What follows belongs to an exercise in optimizing a design on an open flow for small area, a short achievable clock period and few clock cycles per item; a production flow would make more cautious choices.
RTL that was checked went through simulation tests only; none was proved equivalent to the original.

==> willow: inputs <==
==> flow/design.v (excerpt) <==
module bf16_arithmetic_unit (
    input  wire        CLK,
    input  wire        RST,
    input  wire        REQ_VALID,
    input  wire [3:0]  REQ_OP,
    input  wire [31:0] REQ_A,
    input  wire [31:0] REQ_B,
    output wire        REQ_READY,
    input  wire        RSP_READY,
    output wire        RSP_VALID,
    output wire [63:0] RSP_R,
    output wire        RSP_FLAG,
    output wire        RSP_ILLEGAL
);
export LEC_CHECK = 0
export ABC_AREA = 1
export CAP_MARGIN = 20
export CORE_MARGIN = 2
export CORE_UTILIZATION = 55
export SETUP_SLACK_MARGIN = 5
export SLEW_MARGIN = 20
create_clock -name core_clock -period 16.0 [get_ports {CLK}]
standard.sh (not shown) runs the stock make flow with config.mk's settings and CLKGATE_MAP_FILE= SYNTH_SCRIPT=/design/flow/synth_recipe.tcl, a recipe that flattens the netlist after the stock synthesis.
==> flow/flow/run.sh <==
#!/bin/bash
set -e
bash standard.sh SETUP_SLACK_MARGIN=10 finish > standard.log 2>&1
==> fjord (differences from willow) <==
--- a/flow/design.v
+++ b/flow/design.v
@@ -293,17 +293,42 @@
     assign RSP_R       = r_q;
     assign RSP_FLAG    = is_class & r_q[0];
     assign RSP_ILLEGAL = reserved;
     wire [15:0] a16 = a_q[15:0];
     wire [15:0] b16 = b_q[15:0];
-    reg         sel_ma, sel_nhi, sel_cim, sel_crs, sel_ty;
-    wire [31:0] mul_m   = sel_ma ? a_q : r_q[31:0];
-    wire [15:0] mul_n   = sel_nhi ? b_q[31:16] : b_q[15:0];
+    reg         sel_c, sel_ty;
+    wire [31:0] mul_m   = r_q[31:0];
+    wire [15:0] mul_n   = b_q[15:0];
     wire [15:0] rs_y    = b_q[15:0];
-    wire [31:0] mul_c   = sel_cim ? r_q[47:16] : sel_crs ? r_q[63:32] : sel_ty ? {rs_y, rs_y} : 32'd0;
+    wire [31:0] mul_c   = sel_c ? r_q[63:32] : sel_ty ? {rs_y, rs_y} : 32'd0;
     wire [15:0] mul_y   = sel_ty ? rs_y : 16'd0;
-    wire [47:0] prod    = mul_m * mul_n + mul_c + {mul_y, 17'd0};
+    localparam [47:0] BOOTH_K = 48'h0 - (48'h1 << 33) - (48'h1 << 35) - (48'h1 << 37)
+                              - (48'h1 << 39) - (48'h1 << 41) - (48'h1 << 43)
+                              - (48'h1 << 45) - (48'h1 << 47);
+    wire [18:0] bth_n = {2'b00, mul_n, 1'b0};
+    reg  [47:0] bth_row [0:8];
+    reg  [47:0] bth_neg;
+    reg  [2:0]  bth_t;
+    reg         bth_one, bth_two, bth_sub;
+    reg  [33:0] bth_mag, bth_pp;
+    integer bi;
+    always @(*) begin
+        bth_neg = 48'd0;
+        for (bi = 0; bi < 9; bi = bi + 1) begin
+            bth_t   = bth_n[2*bi +: 3];
+            bth_one = bth_t[0] ^ bth_t[1];
+            bth_two = (bth_t == 3'b011) || (bth_t == 3'b100);
+            bth_sub = bth_t[2] & ~(bth_t[1] & bth_t[0]);
+            bth_mag = bth_one ? {2'b00, mul_m} : bth_two ? {1'b0, mul_m, 1'b0} : 34'd0;
+            bth_pp  = bth_sub ? ~bth_mag : bth_mag;
+            bth_row[bi] = ({14'd0, ~bth_pp[33], bth_pp[32:0]} << (2*bi)) | (bth_neg << 2*bi >> 2);
+            bth_neg = {47'd0, bth_sub};
+        end
+    end
+    wire [47:0] prod    = bth_row[0] + bth_row[1] + bth_row[2] + bth_row[3] + bth_row[4]
+                        + bth_row[5] + bth_row[6] + bth_row[7] + bth_row[8]
+                        + (BOOTH_K | {31'd0, bth_neg[0], 16'd0}) + mul_c + {mul_y, 17'd0};
     wire [15:0] rs_ynew = {prod[32] ^ rs_y[0], prod[31:17]};
     reg [31:0]   dv_r [0:DK];
     reg [DK-1:0] dv_q;
     reg [DW:0]   dv_diff;
     integer j;
@@ -365,22 +390,19 @@
                         cnt  <= 5'd0;
                         ph   <= 1'b0;
                         st   <= ST_BUSY;
                         ha_q <= rq_add[1];
                         hb_q <= rq_add[0];
-                        sel_ma  <= (REQ_OP != OP_RSQRT);
-                        sel_nhi <= (REQ_OP == OP_RSQRT);
-                        sel_cim <= 1'b0;
-                        sel_crs <= (REQ_OP == OP_RSQRT);
+                        sel_c   <= (REQ_OP == OP_RSQRT);
                         sel_ty  <= 1'b0;
                         if (REQ_OP == OP_DIV) begin
                             a_q <= {REQ_B[15:0], REQ_A[15:0]};
                             b_q <= {{(DW-24){1'b0}}, rq_fmb, 16'd0};
                             r_q <= {7'd0, rq_fr0, 17'd0, 31'd0, rq_fge};
                         end else if (REQ_OP == OP_RSQRT) begin
                             a_q <= REQ_A;
-                            b_q <= {{(DW-32){1'b0}}, rq_set[31:16], 16'd0};
+                            b_q <= {{(DW-16){1'b0}}, rq_set[31:16]};
                             r_q <= {rq_set[47:32], rq_set[15:0], 16'hFFFF, ~rq_frac};
                         end else if (REQ_OP == OP_ADD || REQ_OP == OP_SUB) begin
                             a_q <= {16'd0, rq_add[37:22]};
                             b_q <= {{(DW-20){1'b0}}, rq_add[5:2], rq_add[21:6]};
                             r_q <= {47'd0, rq_add[54:38]};
@@ -390,26 +412,28 @@
                         end else begin
                             a_q <= REQ_A;
                             b_q <= {{(DW-32){1'b0}}, REQ_B};
                             if (REQ_OP == OP_LZC)
                                 r_q <= {58'd0, rq_lzc};
+                            else if (REQ_OP == OP_IMUL)
+                                r_q <= {32'd0, REQ_A};
                             else
                                 r_q <= {57'd0, rq_lzcb[5], (rq_lzcb < rq_lzc), rq_dsh[4:0]};
                         end
                     end
                 end
                 ST_BUSY: begin
                     cnt <= cnt + 5'd1;
                     case (op_q)
                         OP_IMUL: begin
                             ph <= 1'b1;
-                            sel_nhi <= 1'b1;
-                            sel_cim <= 1'b1;
+                            sel_c <= 1'b1;
                             if (!ph) begin
-                                r_q[47:0] <= prod;
+                                r_q[63:32] <= prod[47:16];
+                                b_q[31:0]  <= {prod[15:0], b_q[31:16]};
                             end else begin
-                                r_q[63:16] <= prod;
+                                r_q <= {prod, b_q[31:16]};
                                 st <= ST_DONE;
                             end
                         end
                         OP_IDIV, OP_IMOD: begin
                             if (!ph) begin
@@ -454,19 +478,23 @@
                                 r_q[FD_C2*DK -: 16] <= {fd_q[14:0], 1'b0};
                                 a_q[9:0]  <= fd_re - 10'd1;
                             end
                         end
                         OP_RSQRT: begin
-                            sel_ma  <= (cnt == 5'd0 || cnt == 5'd3);
-                            sel_nhi <= 1'b0;
-                            sel_crs <= 1'b0;
+                            sel_c   <= 1'b0;
                             sel_ty  <= (cnt == 5'd2 || cnt == 5'd5);
                             case (cnt)
-                                5'd0: b_q[15:0] <= prod[31:16];
+                                5'd0: begin
+                                    b_q[15:0] <= prod[31:16];
+                                    r_q[31:0] <= a_q;
+                                end
                                 5'd1, 5'd4: r_q[31:0] <= prod[31:0];
                                 5'd2, 5'd5: r_q[31:0] <= {14'h3FFF, ~prod[33:16]};
-                                5'd3: b_q[15:0] <= rs_ynew;
+                                5'd3: begin
+                                    b_q[15:0] <= rs_ynew;
+                                    r_q[31:0] <= a_q;
+                                end
                                 default: begin
                                     if (a_q == 32'd0)
                                         r_q <= 64'h00000000FFFFFFFF;
                                     else if (a_q == 32'd1)
                                         r_q <= 64'h0000000000010000;
==> flow/flow/run.sh (replaced) <==
#!/bin/bash
set -e
bash standard.sh SETUP_SLACK_MARGIN=9 finish > standard.log 2>&1
CORE_UTILIZATION = 45   (was 55)
TNS_END_PERCENT = 20   (was not set)
==> harbor (differences from willow) <==
--- a/flow/design.v
+++ b/flow/design.v
@@ -293,15 +293,15 @@
     assign RSP_R       = r_q;
     assign RSP_FLAG    = is_class & r_q[0];
     assign RSP_ILLEGAL = reserved;
     wire [15:0] a16 = a_q[15:0];
     wire [15:0] b16 = b_q[15:0];
-    reg         sel_ma, sel_nhi, sel_cim, sel_crs, sel_ty;
-    wire [31:0] mul_m   = sel_ma ? a_q : r_q[31:0];
-    wire [15:0] mul_n   = sel_nhi ? b_q[31:16] : b_q[15:0];
+    reg         sel_c, sel_ty;
+    wire [31:0] mul_m   = r_q[31:0];
+    wire [15:0] mul_n   = b_q[15:0];
     wire [15:0] rs_y    = b_q[15:0];
-    wire [31:0] mul_c   = sel_cim ? r_q[47:16] : sel_crs ? r_q[63:32] : sel_ty ? {rs_y, rs_y} : 32'd0;
+    wire [31:0] mul_c   = sel_c ? r_q[63:32] : sel_ty ? {rs_y, rs_y} : 32'd0;
     wire [15:0] mul_y   = sel_ty ? rs_y : 16'd0;
     wire [47:0] prod    = mul_m * mul_n + mul_c + {mul_y, 17'd0};
     wire [15:0] rs_ynew = {prod[32] ^ rs_y[0], prod[31:17]};
     reg [31:0]   dv_r [0:DK];
     reg [DK-1:0] dv_q;
@@ -365,22 +365,19 @@
                         cnt  <= 5'd0;
                         ph   <= 1'b0;
                         st   <= ST_BUSY;
                         ha_q <= rq_add[1];
                         hb_q <= rq_add[0];
-                        sel_ma  <= (REQ_OP != OP_RSQRT);
-                        sel_nhi <= (REQ_OP == OP_RSQRT);
-                        sel_cim <= 1'b0;
-                        sel_crs <= (REQ_OP == OP_RSQRT);
+                        sel_c   <= (REQ_OP == OP_RSQRT);
                         sel_ty  <= 1'b0;
                         if (REQ_OP == OP_DIV) begin
                             a_q <= {REQ_B[15:0], REQ_A[15:0]};
                             b_q <= {{(DW-24){1'b0}}, rq_fmb, 16'd0};
                             r_q <= {7'd0, rq_fr0, 17'd0, 31'd0, rq_fge};
                         end else if (REQ_OP == OP_RSQRT) begin
                             a_q <= REQ_A;
-                            b_q <= {{(DW-32){1'b0}}, rq_set[31:16], 16'd0};
+                            b_q <= {{(DW-16){1'b0}}, rq_set[31:16]};
                             r_q <= {rq_set[47:32], rq_set[15:0], 16'hFFFF, ~rq_frac};
                         end else if (REQ_OP == OP_ADD || REQ_OP == OP_SUB) begin
                             a_q <= {16'd0, rq_add[37:22]};
                             b_q <= {{(DW-20){1'b0}}, rq_add[5:2], rq_add[21:6]};
                             r_q <= {47'd0, rq_add[54:38]};
@@ -390,26 +387,28 @@
                         end else begin
                             a_q <= REQ_A;
                             b_q <= {{(DW-32){1'b0}}, REQ_B};
                             if (REQ_OP == OP_LZC)
                                 r_q <= {58'd0, rq_lzc};
+                            else if (REQ_OP == OP_IMUL)
+                                r_q <= {32'd0, REQ_A};
                             else
                                 r_q <= {57'd0, rq_lzcb[5], (rq_lzcb < rq_lzc), rq_dsh[4:0]};
                         end
                     end
                 end
                 ST_BUSY: begin
                     cnt <= cnt + 5'd1;
                     case (op_q)
                         OP_IMUL: begin
                             ph <= 1'b1;
-                            sel_nhi <= 1'b1;
-                            sel_cim <= 1'b1;
+                            sel_c <= 1'b1;
                             if (!ph) begin
-                                r_q[47:0] <= prod;
+                                r_q[63:32] <= prod[47:16];
+                                b_q[31:0]  <= {prod[15:0], b_q[31:16]};
                             end else begin
-                                r_q[63:16] <= prod;
+                                r_q <= {prod, b_q[31:16]};
                                 st <= ST_DONE;
                             end
                         end
                         OP_IDIV, OP_IMOD: begin
                             if (!ph) begin
@@ -454,19 +453,23 @@
                                 r_q[FD_C2*DK -: 16] <= {fd_q[14:0], 1'b0};
                                 a_q[9:0]  <= fd_re - 10'd1;
                             end
                         end
                         OP_RSQRT: begin
-                            sel_ma  <= (cnt == 5'd0 || cnt == 5'd3);
-                            sel_nhi <= 1'b0;
-                            sel_crs <= 1'b0;
+                            sel_c   <= 1'b0;
                             sel_ty  <= (cnt == 5'd2 || cnt == 5'd5);
                             case (cnt)
-                                5'd0: b_q[15:0] <= prod[31:16];
+                                5'd0: begin
+                                    b_q[15:0] <= prod[31:16];
+                                    r_q[31:0] <= a_q;
+                                end
                                 5'd1, 5'd4: r_q[31:0] <= prod[31:0];
                                 5'd2, 5'd5: r_q[31:0] <= {14'h3FFF, ~prod[33:16]};
-                                5'd3: b_q[15:0] <= rs_ynew;
+                                5'd3: begin
+                                    b_q[15:0] <= rs_ynew;
+                                    r_q[31:0] <= a_q;
+                                end
                                 default: begin
                                     if (a_q == 32'd0)
                                         r_q <= 64'h00000000FFFFFFFF;
                                     else if (a_q == 32'd1)
                                         r_q <= 64'h0000000000010000;
==> flow/flow/run.sh (replaced) <==
#!/bin/bash
set -e
bash standard.sh SETUP_SLACK_MARGIN=9 finish > standard.log 2>&1
CORE_UTILIZATION = 45   (was 55)
==> sierra (differences from willow) <==
--- a/flow/design.v
+++ b/flow/design.v
@@ -293,15 +293,15 @@
     assign RSP_R       = r_q;
     assign RSP_FLAG    = is_class & r_q[0];
     assign RSP_ILLEGAL = reserved;
     wire [15:0] a16 = a_q[15:0];
     wire [15:0] b16 = b_q[15:0];
-    reg         sel_ma, sel_nhi, sel_cim, sel_crs, sel_ty;
-    wire [31:0] mul_m   = sel_ma ? a_q : r_q[31:0];
-    wire [15:0] mul_n   = sel_nhi ? b_q[31:16] : b_q[15:0];
+    reg         sel_c, sel_ty;
+    wire [31:0] mul_m   = r_q[31:0];
+    wire [15:0] mul_n   = b_q[15:0];
     wire [15:0] rs_y    = b_q[15:0];
-    wire [31:0] mul_c   = sel_cim ? r_q[47:16] : sel_crs ? r_q[63:32] : sel_ty ? {rs_y, rs_y} : 32'd0;
+    wire [31:0] mul_c   = sel_c ? r_q[63:32] : sel_ty ? {rs_y, rs_y} : 32'd0;
     wire [15:0] mul_y   = sel_ty ? rs_y : 16'd0;
     wire [47:0] prod    = mul_m * mul_n + mul_c + {mul_y, 17'd0};
     wire [15:0] rs_ynew = {prod[32] ^ rs_y[0], prod[31:17]};
     reg [31:0]   dv_r [0:DK];
     reg [DK-1:0] dv_q;
@@ -365,22 +365,19 @@
                         cnt  <= 5'd0;
                         ph   <= 1'b0;
                         st   <= ST_BUSY;
                         ha_q <= rq_add[1];
                         hb_q <= rq_add[0];
-                        sel_ma  <= (REQ_OP != OP_RSQRT);
-                        sel_nhi <= (REQ_OP == OP_RSQRT);
-                        sel_cim <= 1'b0;
-                        sel_crs <= (REQ_OP == OP_RSQRT);
+                        sel_c   <= (REQ_OP == OP_RSQRT);
                         sel_ty  <= 1'b0;
                         if (REQ_OP == OP_DIV) begin
                             a_q <= {REQ_B[15:0], REQ_A[15:0]};
                             b_q <= {{(DW-24){1'b0}}, rq_fmb, 16'd0};
                             r_q <= {7'd0, rq_fr0, 17'd0, 31'd0, rq_fge};
                         end else if (REQ_OP == OP_RSQRT) begin
                             a_q <= REQ_A;
-                            b_q <= {{(DW-32){1'b0}}, rq_set[31:16], 16'd0};
+                            b_q <= {{(DW-16){1'b0}}, rq_set[31:16]};
                             r_q <= {rq_set[47:32], rq_set[15:0], 16'hFFFF, ~rq_frac};
                         end else if (REQ_OP == OP_ADD || REQ_OP == OP_SUB) begin
                             a_q <= {16'd0, rq_add[37:22]};
                             b_q <= {{(DW-20){1'b0}}, rq_add[5:2], rq_add[21:6]};
                             r_q <= {47'd0, rq_add[54:38]};
@@ -390,26 +387,28 @@
                         end else begin
                             a_q <= REQ_A;
                             b_q <= {{(DW-32){1'b0}}, REQ_B};
                             if (REQ_OP == OP_LZC)
                                 r_q <= {58'd0, rq_lzc};
+                            else if (REQ_OP == OP_IMUL)
+                                r_q <= {32'd0, REQ_A};
                             else
                                 r_q <= {57'd0, rq_lzcb[5], (rq_lzcb < rq_lzc), rq_dsh[4:0]};
                         end
                     end
                 end
                 ST_BUSY: begin
                     cnt <= cnt + 5'd1;
                     case (op_q)
                         OP_IMUL: begin
                             ph <= 1'b1;
-                            sel_nhi <= 1'b1;
-                            sel_cim <= 1'b1;
+                            sel_c <= 1'b1;
                             if (!ph) begin
-                                r_q[47:0] <= prod;
+                                r_q[63:32] <= prod[47:16];
+                                b_q[31:0]  <= {prod[15:0], b_q[31:16]};
                             end else begin
-                                r_q[63:16] <= prod;
+                                r_q <= {prod, b_q[31:16]};
                                 st <= ST_DONE;
                             end
                         end
                         OP_IDIV, OP_IMOD: begin
                             if (!ph) begin
@@ -454,19 +453,23 @@
                                 r_q[FD_C2*DK -: 16] <= {fd_q[14:0], 1'b0};
                                 a_q[9:0]  <= fd_re - 10'd1;
                             end
                         end
                         OP_RSQRT: begin
-                            sel_ma  <= (cnt == 5'd0 || cnt == 5'd3);
-                            sel_nhi <= 1'b0;
-                            sel_crs <= 1'b0;
+                            sel_c   <= 1'b0;
                             sel_ty  <= (cnt == 5'd2 || cnt == 5'd5);
                             case (cnt)
-                                5'd0: b_q[15:0] <= prod[31:16];
+                                5'd0: begin
+                                    b_q[15:0] <= prod[31:16];
+                                    r_q[31:0] <= a_q;
+                                end
                                 5'd1, 5'd4: r_q[31:0] <= prod[31:0];
                                 5'd2, 5'd5: r_q[31:0] <= {14'h3FFF, ~prod[33:16]};
-                                5'd3: b_q[15:0] <= rs_ynew;
+                                5'd3: begin
+                                    b_q[15:0] <= rs_ynew;
+                                    r_q[31:0] <= a_q;
+                                end
                                 default: begin
                                     if (a_q == 32'd0)
                                         r_q <= 64'h00000000FFFFFFFF;
                                     else if (a_q == 32'd1)
                                         r_q <= 64'h0000000000010000;
==> flow/flow/run.sh (replaced) <==
#!/bin/bash
set -e
bash standard.sh SETUP_SLACK_MARGIN=9 finish > standard.log 2>&1
==> results.txt <==
Share of the final layout cell area in multi-input gates: harbor 68.6%; fjord 70.3%; sierra -; willow -
Min cycle time layout: harbor 7.41 ns; fjord 7.49 ns; sierra -; willow -
DP Wirelength: harbor 197 mm; fjord 193 mm; sierra 181 mm; willow 193 mm
Post-CTS sizing: harbor 583; fjord 510; sierra 497; willow 974
Slew at the pin with the worst max-slew slack: harbor 1.18 ns; fjord 1.24 ns; sierra -; willow -
Crit path required time: harbor 16.26 ns; fjord 16.26 ns; sierra -; willow -
Result of the run: harbor no timing/DRC/antenna violations; fjord no timing/DRC/antenna violations; sierra aborted with a tool error; willow aborted with a tool error
Failing step: harbor -; fjord -; sierra 5_1_grt; willow 5_1_grt
Portion of the clock cycle consumed by the worst path in the final layout: harbor 46.3%; fjord 46.8%; sierra -; willow -
Setup crit start kind: harbor flop; fjord flop; sierra -; willow -
Cells on Worst Hold Path: harbor 2; fjord 4; sierra -; willow -
Global placement routability congestion: harbor 1.10; fjord 1.17; sierra 1.19; willow 1.13
Testbench counts of fjord, summed over its fixed seeds: cycles 22,166, items 4,800.
Testbench counts of harbor, summed over its fixed seeds: cycles 22,166, items 4,800.
Testbench counts of sierra, summed over its fixed seeds: cycles 22,166, items 4,800.
The RTL of willow was laid out without a check of its function.

## port drivers added, routing unchanged
No port has a modelled driver above. Below, the same layouts with a new extraction and two added sets of constraints.
Step 1 assumes that a clkbuf_16 drives the clock port and a buf_2 every other input.
Step 2, shift: input delay + t, output delay - t, t = (earliest + latest rising clock arrival at the registers) / 2. This alone moves slack from input paths to output paths.
a / b / c = ideal / step 1 / step 2; a / b = the first two.
| run | t (ns) | slack for setup (ns) | hold slack, ns | worst setup path at the end | worst register clock-pin slew, ns |
|---|---|---|---|---|---|
| fjord | 0.576 | 8.510 / 8.510 / 8.154 | 0.674 / 0.674 / 0.674 | input to register | 0.09 / 0.09 |
| harbor | 0.577 | 8.591 / 8.591 / 8.367 | 0.601 / 0.601 / 0.601 | input to register | 0.09 / 0.09 |
After both steps setup and hold are still met in every run listed. For fjord, which loses most, drivers alone change the setup slack by 0.000 ns; drivers and shift together by -0.356 ns.
